This is an optimization exercise on Yosys and OpenROAD, whose aim is small area, a short achievable clock period and few clock cycles, not a production implementation. Only simulation tests tie the RTL to the original design; equivalence was not proved.

==> run Y <==
// core_bigint
module core_bigint #(
    parameter W = 64
) (
    input  wire         clk,
    input  wire         rst,
    input  wire         start,
    input  wire [2:0]   op,
    input  wire [W-1:0] a,
    input  wire [W-1:0] b,
    input  wire [W-1:0] n,
    output wire         ready,
    output reg          done,
    output wire [W-1:0] result,
    output reg          err,
    output reg  [2:0]   cause
);
Settings: LEC_CHECK=0, CAP_MARGIN=20, CORE_MARGIN=2, CORE_UTILIZATION=30, PLACE_DENSITY=0.5, SLEW_MARGIN=20; clock period 12.5 ns.
run.sh (not shown) runs the stock make flow with config.mk's settings and CLKGATE_MAP_FILE= SYNTH_SCRIPT=/design/flow/synth_recipe.tcl, a recipe that flattens the netlist after the stock synthesis.
==> run X: changes against run Y <==
--- a/flow/design.v
+++ b/flow/design.v
@@ -306,43 +306,33 @@
     wire         cin_n = tlo[K];
     wire [W:0]   ss_n  = ts[K+W:K];
     wire [W:0]   sc_n  = tc[K+W:K];
     wire [K-1:0] eout  = m_qy ? qv : ea;
     localparam F_RED  = 2'd0;    
     localparam F_SUB  = 2'd1;    
     localparam F_HALF = 2'd2;    
-    reg       fpsel, fqsel, fqinv, fqz, frinv;
+    reg       fpsel, fqsel, fqinv, fqz, frinv, fcin;
     reg [1:0] fmode;
-    always @(*) begin
-        fpsel = 1'b0; fqsel = 1'b0; fqinv = 1'b0; fqz = 1'b0; frinv = 1'b1;
-        fmode = F_RED;
-        if (st == S_DBL) begin
-            fqsel = 1'b1;                        
-        end else if (st == S_BIN) begin
-            frinv = 1'b0;
-            case (op_q)
-            O_H1:  begin fqz = 1'b1; fmode = F_HALF; end
-            O_H2:  begin fpsel = 1'b1; fqz = 1'b1; fmode = F_HALF; end
-            O_S12: begin fqinv = 1'b1; fmode = F_SUB; end
-            O_S21: begin fpsel = 1'b1; fqsel = 1'b1; fqinv = 1'b1; fmode = F_SUB; end
-            default: begin fqz = 1'b1; fmode = F_SUB; end
-            endcase
-        end else if (st == S_BINF) begin
-            fpsel = ~sw; fqz = 1'b1; frinv = 1'b0; fmode = F_SUB;    
-        end
-    end
+    reg [3:0] st_nx;
+    reg [2:0] opq_nx;
+    reg       sw_nx;
     wire [W:0]   fP  = fpsel ? SC : SS;
     wire [W:0]   fQ0 = fqsel ? SS : SC;
     wire [W+2:0] fQ  = fqz   ? {(W+3){1'b0}} :
                        fqinv ? {2'b11, ~fQ0} : {2'b00, fQ0};
     wire [W+2:0] fR  = frinv ? {3'b111, ~N} : {3'b000, N};
     wire [W+2:0] fPx = {2'b00, fP};
-    wire         fc1 = fqinv | (cin & (st == S_FIN));
-    wire [W+2:0] sum1 = fPx + fQ + {{(W+2){1'b0}}, fc1};
-    wire [W+2:0] sum2 = sum1 + fR + {{(W+2){1'b0}}, frinv};
+    wire         fc1 = fqinv | (cin & fcin);
+    wire         fc2 = fqinv | frinv;
+    wire [W+3:0] s1w  = {fPx, 1'b1} + {fQ, fc1};
+    wire [W+2:0] sum1 = s1w[W+3:1];
+    wire [W+2:0] fcs  = fPx ^ fQ ^ fR;
+    wire [W+2:0] fcc  = {((fPx[W+1:0] & fQ[W+1:0]) | (fPx[W+1:0] & fR[W+1:0]) | (fQ[W+1:0] & fR[W+1:0])), cin & fcin};
+    wire [W+3:0] s2w  = {fcs, 1'b1} + {fcc, fc2};
+    wire [W+2:0] sum2 = s2w[W+3:1];
     function [K-1:0] ymul;
         input [K-1:0] v;
         input [K-1:0] m;
         begin
             ymul = v * m;
         end
     endfunction
@@ -403,46 +393,52 @@
     task finish_ok;
         input [W-1:0] val;
         begin
             X      <= val;
             err    <= 1'b0;
             cause  <= C_NONE;
             done   <= 1'b1;
-            st     <= S_IDLE;
+            st_nx      = S_IDLE;
         end
     endtask
     task finish_err;
         input [2:0] c;
         begin
             X      <= {W{1'b0}};
             err    <= 1'b1;
             cause  <= c;
             done   <= 1'b1;
-            st     <= S_IDLE;
+            st_nx      = S_IDLE;
         end
     endtask
     task pass;
         input [1:0] m;
         input [3:0] af;
         begin
             mode <= m;
             aft  <= af;
             cin  <= 1'b0;
             cnt  <= {CW{1'b0}};
-            st   <= S_ENG;
+            st_nx    = S_ENG;
         end
     endtask
     always @(posedge clk) begin
         if (rst) begin
             st     <= S_IDLE;
+            st_nx   = S_IDLE;
+            opq_nx  = op_q;
+            sw_nx   = sw;
             done   <= 1'b0;
             nrm    <= 1'b0;
             err    <= 1'b0;
             cause  <= C_NONE;
         end else begin
+            st_nx  = st;
+            opq_nx = op_q;
+            sw_nx  = sw;
             done <= 1'b0;
             if (nrm) begin
                 E <= E << 1;
                 if (E[W-1])
                     nrm <= 1'b0;
                 else
                     ecnt <= ecnt - 1'b1;
@@ -451,80 +447,80 @@
             S_IDLE: begin
                 if (start) begin
                     opq   <= op;
                     pl    <= 1'b0;
                     U     <= a;
                     V     <= b;
                     N     <= n;
-                    st    <= S_DEC;
+                    st_nx     = S_DEC;
                 end
                 nrm  <= 1'b0;
                 mode <= M_MONT;
             end
             S_DEC: begin
                 s    <= 6'd0;
-                sw   <= 1'b0;
+                sw_nx    = 1'b0;
                 mmf  <= 1'b0;
                 evn  <= 1'b0;
                 pl   <= 1'b0;
-                op_q <= O_NOP;
+                opq_nx  = O_NOP;
                 case (opq)
                 OP_MONTMUL: begin
                     if (!N[0])
                         finish_err(C_INVALID);
                     else begin
                         X  <= U;
                         Y  <= V;
                         V  <= N;
                         SS <= {(W+1){1'b0}};
                         SC <= {(W+1){1'b0}};
-                        st <= S_MMW;         
+                        st_nx  = S_MMW;         
                     end
                 end
                 OP_MODEXP: begin
                     if (n_z)
                         finish_err(C_INVALID);
                     else if (v_z)
                         finish_ok({{(W-1){1'b0}}, ~n_one});
                     else if (!N[0]) begin
                         evn <= 1'b1;
-                        st  <= S_SHN;
+                        st_nx   = S_SHN;
                     end else begin
                         E  <= V;
-                        st <= S_YINIT;
+                        st_nx  = S_YINIT;
                     end
                 end
                 OP_MODINV: begin
                     if (n_z)
                         finish_err(C_INVALID);
                     else if (!N[0] && !U[0])
                         finish_err(C_ARITH);
                     else if (!N[0]) begin
                         evn <= 1'b1;
-                        st  <= S_SHN;
+                        st_nx   = S_SHN;
                     end else begin
                         V  <= N;
                         SS <= {{W{1'b0}}, ~n_one};
                         SC <= {(W+1){1'b0}};
-                        st <= S_BIN;
+                        st_nx  = S_BIN;
                     end
                 end
                 OP_GCD: begin
                     if (u_z || v_z)
                         finish_ok(bus);
                     else
-                        st <= S_GCD0;
+                        st_nx  = S_GCD0;
                 end
                 default: finish_err(C_UNSUP);
                 endcase
             end
             S_ENG: begin
                 cnt <= cnt + 1'b1;
                 if (last)
-                    st <= S_FIN;
+                    st_nx  = S_FIN;
                 if (aft == A_MM && cnt == {CW{1'b0}}) begin
                     mmf <= u_ge_v;           
                     U   <= Y;
                 end
                 if (aft == A_MM && cnt == {{(CW-1){1'b0}}, 1'b1})
                     mmf <= mmf | u_ge_v;     
             end
@@ -605,15 +601,15 @@
                             ecnt <= ecnt - 1'b1;
                         end
                         if (ecnt == ((aft == A_MUL2) ? 6'd2 : 6'd1)) begin
                             if (pl) begin
                                 E  <= V;
                                 V  <= bus;
                                 pl <= 1'b0;
-                                st <= S_YINIT;
+                                st_nx  = S_YINIT;
                             end else begin
                                 X <= {{(W-1){1'b0}}, 1'b1};
                                 Y <= la;
                                 YM <= la_ym;
                                 pass(M_MONT, A_CONV);
                             end
                         end else begin
@@ -622,37 +618,37 @@
                             pass(pl ? M_PLAIN : M_MONT, A_SQ);
                         end
                     end
                 end
                 A_CONV: begin
                     if (evn) begin
                         U  <= bus;
-                        st <= S_CRT;
+                        st_nx  = S_CRT;
                     end else
                         finish_ok(bus);
                 end
                 A_INV2: begin
                     V    <= bus;
                     mode <= M_PLAIN;         
-                    st   <= S_CRT;
+                    st_nx    = S_CRT;
                 end
                 A_CRT1: begin
                     SS <= {1'b0, bus};
                     SC <= {(W+1){1'b0}};
                     pass(M_PLAIN, A_CRT2);
                 end
                 default: finish_ok(bus);    
                 endcase
             end
             S_YINIT: begin
                 SS   <= N[W-1] ? {2'b01, {(W-1){1'b0}}} : {{W{1'b0}}, 1'b1};
                 dcnt <= N[W-1] ? 7'd17 : 7'd80;
                 ecnt <= 6'd63;
                 nrm  <= 1'b1;
-                st   <= S_DBL;
+                st_nx    = S_DBL;
             end
             S_DBL: begin
                 SS   <= {1'b0, bus};
                 dcnt <= dcnt - 1'b1;
                 if (dcnt == 7'd1) begin
                     X  <= bus;
                     Y  <= bus;
@@ -662,47 +658,47 @@
                     pass(M_MONT, A_R2A);
                 end
             end
             S_SHN: begin
                 N <= N >> 1;
                 s <= s + 1'b1;
                 if (N[1])
-                    st <= S_EVN;
+                    st_nx  = S_EVN;
             end
             S_EVN: begin
                 if (opq == OP_MODINV) begin
                     Y  <= U;
                     YM <= ym_u;
                     V  <= N;
                     SS <= {{W{1'b0}}, ~n_one};
                     SC <= {(W+1){1'b0}};
-                    st <= S_BIN;
+                    st_nx  = S_BIN;
                 end else if (!U[0] && e_ge_s) begin
                     E  <= V;
                     V  <= {W{1'b0}};
-                    st <= S_YINIT;
+                    st_nx  = S_YINIT;
                 end else if (e_m == {W{1'b0}}) begin
                     E  <= V;
                     V  <= {{(W-1){1'b0}}, 1'b1};
-                    st <= S_YINIT;
+                    st_nx  = S_YINIT;
                 end else begin
                     E    <= e_m;
                     ecnt <= 6'd63;
                     nrm  <= 1'b1;
                     pl   <= 1'b1;
-                    st   <= S_ZN;
+                    st_nx    = S_ZN;
                 end
             end
             S_ZN: begin
                 if (!nrm) begin
                     if (ecnt == 6'd0) begin
                         E  <= V;
                         V  <= bus;         
                         pl <= 1'b0;
-                        st <= S_YINIT;
+                        st_nx  = S_YINIT;
                     end else begin
                         X  <= U;
                         Y  <= U;
                         YM <= ym_u;
                         SS <= {(W+1){1'b0}};
                         SC <= {(W+1){1'b0}};
                         pass(M_PLAIN, A_SQ);
@@ -718,54 +714,54 @@
             end
             S_GCD0: begin
                 if (!U[0] && !V[0]) begin
                     U <= U >> 1;
                     V <= V >> 1;
                     s <= s + 1'b1;
                 end else
-                    st <= S_BIN;
+                    st_nx  = S_BIN;
             end
             S_BIN: begin
                 case (op_q)
                 O_H1, O_S12: SS <= {1'b0, fin_out};
                 O_H2, O_S21: SC <= {1'b0, fin_out};
                 default: ;
                 endcase
                 if (u_z) begin
-                    op_q <= O_NOP;
-                    st   <= S_BINF;
+                    opq_nx  = O_NOP;
+                    st_nx    = S_BINF;
                 end else if (!U[0]) begin
                     U    <= U >> 1;
-                    op_q <= sw ? O_H2 : O_H1;
+                    opq_nx  = sw ? O_H2 : O_H1;
                 end else if (!V[0]) begin
                     V    <= V >> 1;
-                    op_q <= sw ? O_H1 : O_H2;
+                    opq_nx  = sw ? O_H1 : O_H2;
                 end else if (u_ge_v) begin
                     U    <= is_gcd ? duv[W-1:1] : duv[W-1:0];
-                    op_q <= sw ? O_S21 : O_S12;
+                    opq_nx  = sw ? O_S21 : O_S12;
                 end else begin
                     U    <= V;
                     V    <= U;
-                    sw   <= ~sw;
-                    op_q <= O_NOP;
+                    sw_nx    = ~sw;
+                    opq_nx  = O_NOP;
                 end
             end
             S_BINF: begin
                 if (is_gcd)
-                    st <= S_GSH;
+                    st_nx  = S_GSH;
                 else if (!v_one)
                     finish_err(C_ARITH);
                 else if (!evn)
                     finish_ok(fin_out);
                 else begin
                     U    <= fin_out;
                     SS   <= {1'b0, {W{1'b1}}};
                     SC   <= {(W+1){1'b0}};
                     mode <= M_QY;        
-                    st   <= S_QW;
+                    st_nx    = S_QW;
                 end
             end
             S_MMW: begin
                 YM <= ym_y;
                 pass(M_MONT, A_MM);
             end
             S_QW: begin
@@ -776,16 +772,36 @@
                 if (s == 6'd0)
                     finish_ok(bus);
                 else begin
                     V <= V << 1;
                     s <= s - 1'b1;
                 end
             end
-            default: st <= S_IDLE;
+            default: st_nx  = S_IDLE;
             endcase
+            st   <= st_nx;
+            op_q <= opq_nx;
+            sw   <= sw_nx;
+            fpsel <= 1'b0; fqsel <= 1'b0; fqinv <= 1'b0; fqz <= 1'b0; frinv <= 1'b1;
+            fcin  <= (st_nx == S_FIN);
+            fmode <= F_RED;
+            if (st_nx == S_DBL) begin
+                fqsel <= 1'b1;                       
+            end else if (st_nx == S_BIN) begin
+                frinv <= 1'b0;
+                case (opq_nx)
+                O_H1:  begin fqz <= 1'b1; fmode <= F_HALF; end
+                O_H2:  begin fpsel <= 1'b1; fqz <= 1'b1; fmode <= F_HALF; end
+                O_S12: begin fqinv <= 1'b1; fmode <= F_SUB; end
+                O_S21: begin fpsel <= 1'b1; fqsel <= 1'b1; fqinv <= 1'b1; fmode <= F_SUB; end
+                default: begin fqz <= 1'b1; fmode <= F_SUB; end
+                endcase
+            end else if (st_nx == S_BINF) begin
+                fpsel <= ~sw_nx; fqz <= 1'b1; frinv <= 1'b0; fmode <= F_SUB;    
+            end
             if (st == S_ENG) begin
                 SS  <= ss_n;
                 SC  <= sc_n;
                 cin <= cin_n;
                 X   <= {eout, X[W-1:K]};
             end
         end
==> run summary <==
Outcome: run X no timing/DRC/antenna violations; run Y no timing/DRC/antenna violations
Comb_multi_in: run X 9222; run Y 9170
Non-clock inverter count in the final layout: run X 1489; run Y 1371
Vertical die dimension: run X 586.7 um; run Y 583.2 um
Metal-1 WL: run X 243.8 mm; run Y 241.4 mm
Area occupied by multi-input gates: run X 0.07366 sq mm; run Y 0.07343 sq mm
Full die area: run X 0.3442 sq mm; run Y 0.3402 sq mm
Register-to-register setup slack: run X 2.45 ns; run Y 1.44 ns
Die extent in x: run X 586.7 um; run Y 583.2 um
Later-pin clock latency in the skew report: run X 0.96 ns; run Y 0.93 ns
Most used standard cell by instance count after synthesis: run X sky130_fd_sc_hd__nand2_1; run Y sky130_fd_sc_hd__inv_1
Reg-to-Reg End: run X SS[28]; run Y SS[43]
Clock buffer and inverter area fraction after layout: run X 2.850%; run Y 2.694%
Met3 Resource Use GR: run X 15.61%; run Y 15.15%
Testbench counts of run Y, summed over its fixed seeds: cycles 144,036.
Testbench counts of run X, summed over its fixed seeds: cycles 144,036.

-- re-timing with driven ports --
In the flow no input, the clock included, has a driving cell. The finished layouts below were timed again as built, in two steps.
Step 1, drivers: a clkbuf_16 drives clk and a buf_2 each remaining input, both assumed.
Step 2 adds t to the input delays and takes it off the output delays; t is the mean of the earliest and latest rising clock arrival at the registers after step 1. Input paths then give back, and output paths get back, about the clock's delay inside the block.
a / b / c = no drivers / after step 1 / after step 2; a / b = the first two.
run | shift t [ns] | setup slack, ns | slew at the worst register clock pin (ns) | worst slew at a driven data input, ns
run Y | 0.960 | 1.439 / 1.439 / 1.439 | 0.08 / 0.08 | 0.16
run X | 1.004 | 2.451 / 2.451 / 2.451 | 0.08 / 0.08 | 0.19
After both steps setup and hold are still met in every run listed.
